This is an optimization exercise on Yosys and OpenROAD, whose aim is small area, a short achievable clock period and few clock cycles per item, not a production implementation. Where RTL was checked, it was by simulation tests only, not by an equivalence proof against the original. No activity file was given, so power comes from the tool's default toggle rates.

red:
Design dlink_rx, start of the top module:
module dlink_rx #(
    parameter MAX_PAYLOAD = 4096,
    parameter DEF_W       = 8,
    parameter DEF_H       = 8,
    parameter DEF_FMT     = 0
) (
    input  wire        clk,
    input  wire        rst,
    input  wire        in_valid,
    input  wire [7:0]  in_data,
    output wire        in_ready,
    output reg         fb_we,
    output wire [15:0] fb_addr,
    output reg  [7:0]  fb_wdata,
    output reg  [7:0]  fb_wmask,
    output reg         err_valid,
    output reg  [2:0]  err_code,
    output reg         ntf_params,
    output reg         ntf_frame,
    output reg         ss_enabled,
    output reg  [15:0] ss_width,
    output reg  [15:0] ss_height,
    output reg  [2:0]  ss_fmt,
    output reg  [1:0]  ss_rot,
    output reg  [7:0]  ss_indev,
    output reg  [15:0] drop_count
);
    localparam [2:0] E_LENGTH = 3'd2, E_WINDOW = 3'd3, E_FORMAT = 3'd4,
                     E_SHORT  = 3'd5, E_INIT   = 3'd6, E_POINT  = 3'd7;
    localparam integer S_SEEK = 0, S_HDR = 1, S_PAY = 2, S_EXEC = 3;
    localparam integer X_COL = 0, X_Y   = 1, X_YD  = 2, X_H   = 3, X_LR  = 4,
                       X_PW  = 5, X_INIT = 6, X_ROW = 7, X_CAP = 8, X_LRS = 9,
                       X_FIN = 10, X_CK  = 11;
    localparam [11:0] XN = 12'd0;
    reg        rdy;
    reg        rst_r;          
    reg        vld;            
    reg [7:0]  byte_r;
    reg        spec;           
    reg        lbad, lzero;    
    reg [3:0]  st;
  ...
For scale: ~420 flip-flops.
clock: 12.0 ns
lec_check: 0
cap_margin: 20
core_margin: 2
core_utilization: 40
cts_buf_list: sky130_fd_sc_hd__clkbuf_8
slew_margin: 20
standard.sh (not shown) runs the stock make flow with config.mk's settings and CLKGATE_MAP_FILE= SYNTH_SCRIPT=/design/flow/synth_recipe.tcl, a recipe that flattens the netlist after the stock synthesis.
==> flow/flow/run.sh <==
#!/bin/bash
# Layout: the standard ORFS flow, with the port buffers made of
# sky130_fd_sc_hd__buf_2 cells instead of the default choice.
# Each tool's output goes to its own log file in this folder (ORFS also keeps
# its per-step logs under orfs/logs/).
set -euo pipefail
bash standard.sh BUFFER_PORTS_ARGS="-buffer_cell sky130_fd_sc_hd__buf_2" finish > orfs_make.log 2>&1
Testbench counts of red, summed over its fixed seeds: cycles 115,338, bytes 112,114.
Relative to red, the following input files were edited for blue:
- CTS_BUF_LIST no longer set, was sky130_fd_sc_hd__clkbuf_8
- CORE_UTILIZATION now 65, was 40
--- outcome ---
red ended up with reg -> out as its category of the most critical setup path; blue ended up with reg -> reg. blue against red: post-synthesis area per instance held steady, non-clock buffer count shrank by about 0.7%. Relative to red, number of antenna diodes has gone down in blue. blue ends up with higher end-of-flow core utilization than red does. red -> blue: fraction of area in non-clock buffers flat.
Modified inputs, green compared to blue
- CORE_UTILIZATION: 65 -> 40
- CTS_CLUSTER_DIAMETER: unset -> 60
- CTS_CLUSTER_SIZE: unset -> 25
--- outcome ---
- Delta (green minus blue): filler-free cell count of the finished design higher; routed length per placed instance lower.
- Cell at the slowest stage of the critical path: sky130_fd_sc_hd__edfxtp_1 -> blue, sky130_fd_sc_hd__dfxtp_1 -> green
- Compared with blue, green degrades cell area.
- Diff blue -> green: sum of routed wire segments on met1 now sits higher; width of the die now sits higher; clock transition at the registers of the reported paths now sits higher; total CTS buffers now sits lower.
- Portion of the layout cell area used by non-clock buffers essentially unchanged between blue and green.
- green vs. blue: reported net switching power went up; worst setup slack went up.
### green -> orange
- a deleted CTS_CLUSTER_SIZE that had been 25
- a deleted CTS_CLUSTER_DIAMETER that had been 60
==> flow/run.sh (new file) <==
#!/bin/bash
# synth_recipe.tcl (not shown) runs the flow's synth.tcl, then flattens the netlist and writes it again
# the make line also repeats each setting of config.mk as NAME=value (left out here)
make -C /OpenROAD-flow-scripts/flow DESIGN_CONFIG=/design/flow/config.mk WORK_HOME=/design/flow/orfs CLKGATE_MAP_FILE= SYNTH_SCRIPT=/design/flow/synth_recipe.tcl finish
removed: flow/flow/run.sh
removed: flow/standard.sh
[summary]
- On multi-input logic area, green tracks orange almost exactly.
- Summary: with green as the reference, final cell count in orange moved up slightly.
- Slowest library cell on the worst path: sky130_fd_sc_hd__clkdlybuf4s50_1 -> orange, sky130_fd_sc_hd__dfxtp_1 -> green
- Diff green -> orange: number of signal-net buffers in the layout shows a reduction of 1; clock tree skew after final layout went down.
- orange vs. green: final clock period utilization by the worst path went up by 3.3 points.
- Between green and orange, the number of cells after detailed placement does not differ in any meaningful way.
> inputs changed (orange -> purple)
==> flow/flow/run.sh (new file) <==
#!/bin/bash
# Layout: the standard ORFS flow, with the port buffers made of
# sky130_fd_sc_hd__buf_2 cells instead of the default choice.
# Each tool's output goes to its own log file in this folder (ORFS also keeps
# its per-step logs under orfs/logs/).
set -euo pipefail
bash standard.sh BUFFER_PORTS_ARGS="-buffer_cell sky130_fd_sc_hd__buf_2" finish > orfs_make.log 2>&1
==> flow/standard.sh (new file) <==
#!/bin/bash
# synth_recipe.tcl (not shown) runs the flow's synth.tcl, then flattens the netlist and writes it again
# the make line also repeats each setting of config.mk as NAME=value (left out here)
make -C /OpenROAD-flow-scripts/flow DESIGN_CONFIG=/design/flow/config.mk WORK_HOME=/design/flow/orfs CLKGATE_MAP_FILE= SYNTH_SCRIPT=/design/flow/synth_recipe.tcl "${@:-finish}"
removed: flow/run.sh
[summary]
- Worst hold slack on purple is down relative to orange.
- Taking orange as the reference, in purple routability congestion estimate fell by 1.8%, global routing usage on met1 saw an increase, global-route usage comparable, routed wire length higher.
- Synthesized area came out exactly the same in purple and orange.
- Sort purple and orange by shortest clock period the worst path allows after layout, ascending, and purple comes first.
- Looking at final design instance area without fill, purple sits below orange.
- Clock network latency to the later pin of the worst-skew pair: orange vs purple, no meaningful difference
- Every stage of the flow completed for purple, and the final layout passed the timing, DRC and antenna checks.

---

Setup of the reference run:
Another version of the RTL of dlink_rx (not shown whole).
Size: roughly 400 flip-flops, roughly 110 I/O pins.
==> flow/config.mk <==
export PLATFORM = sky130hd
export DESIGN_NAME = dlink_rx
export DESIGN_NICKNAME = dlink_rx
export VERILOG_FILES = /design/flow/design.v
export SDC_FILE = /design/flow/constraint.sdc
export NUM_CORES = 4
export LEC_CHECK = 0
export CAP_MARGIN = 20
export CORE_MARGIN = 2
export CORE_UTILIZATION = 40
export SLEW_MARGIN = 20
==> flow/constraint.sdc <==
create_clock -name core_clock -period 12.0 [get_ports {clk}]
set_input_delay 2.4000 -clock core_clock [delete_from_list [all_inputs] [get_ports {clk}]]
set_output_delay 2.4000 -clock core_clock [all_outputs]
set_load 0.01 [all_outputs]
==> flow/flow/run.sh <==
#!/bin/bash
# Layout: the standard ORFS flow, with the port buffers made of
# sky130_fd_sc_hd__buf_2 cells instead of the default choice.
# Each tool's output goes to its own log file in this folder (ORFS also keeps
# its per-step logs under orfs/logs/).
set -euo pipefail
bash standard.sh BUFFER_PORTS_ARGS="-buffer_cell sky130_fd_sc_hd__buf_2" finish > orfs_make.log 2>&1
The following lists how the trial run was set up differently from the reference run:
==> flow/run.sh (new file) <==
#!/bin/bash
# synth_recipe.tcl (not shown) runs the flow's synth.tcl, then flattens the netlist and writes it again
# the make line also repeats each setting of config.mk as NAME=value (left out here)
make -C /OpenROAD-flow-scripts/flow DESIGN_CONFIG=/design/flow/config.mk WORK_HOME=/design/flow/orfs CLKGATE_MAP_FILE= SYNTH_SCRIPT=/design/flow/synth_recipe.tcl finish
removed: flow/flow/run.sh
removed: flow/standard.sh
The trial run ended with every stage complete and zero timing, DRC or antenna violations.
Per the comparison of the trial run with the reference run, non-clock buffer count lost about 2%, ratio of final minimum period to clock period went up.
Going from the reference run to the trial run, the non-clock buffer contribution to total cell area was found to have gone up by 2.0 points.
Setup WNS the reference run -> the trial run: worse
As of the trial run, wire length on met1 had fallen slightly compared to the reference run.
Function was not checked in any run of this note: the RTL went through the layout flow alone.

what the ideal ports hide:
How much do the figures lean on ideal ports? The routed layouts below were timed once more, with nothing changed but the port constraints.
Step 1 sets driving cells, clkbuf_16 on the clock port and buf_2 on the other inputs (assumed; they add their load-dependent delay and slew).
Step 2, shift: input delay + t, output delay - t, t = (earliest + latest rising clock arrival at the registers) / 2. This alone moves slack from input paths to output paths.
Slacks: ideal / step 1 / step 2; pairs: ideal / step 1.
run | t (ns) | slack for setup (ns) | worst hold slack (ns) | worst setup path at the end | worst data-port slew with drivers (ns)
red | 0.716 | 8.205 / 8.149 / 7.884 | 0.445 / 0.445 / 0.445 | input to register | 0.03
blue | 0.623 | 8.130 / 8.130 / 7.887 | 0.452 / 0.452 / 0.452 | input to register | 0.03
green | 0.636 | 8.316 / 8.249 / 7.886 | 0.454 / 0.454 / 0.454 | input to register | 0.03
orange | 0.643 | 7.920 / 7.859 / 7.419 | 0.451 / 0.451 / 0.451 | input to register | 0.03
purple | 0.657 | 8.287 / 8.222 / 7.869 | 0.444 / 0.444 / 0.444 | input to register | 0.03
the reference run | 0.661 | 7.936 / 7.936 / 7.822 | 0.435 / 0.435 / 0.435 | input to register | 0.04
the trial run | 0.653 | 7.894 / 7.834 / 7.701 | 0.434 / 0.434 / 0.434 | input to register | 0.09
After both steps every run listed still meets setup and hold. For orange, which loses most, drivers alone change the setup slack by -0.061 ns; drivers and shift together by -0.501 ns.
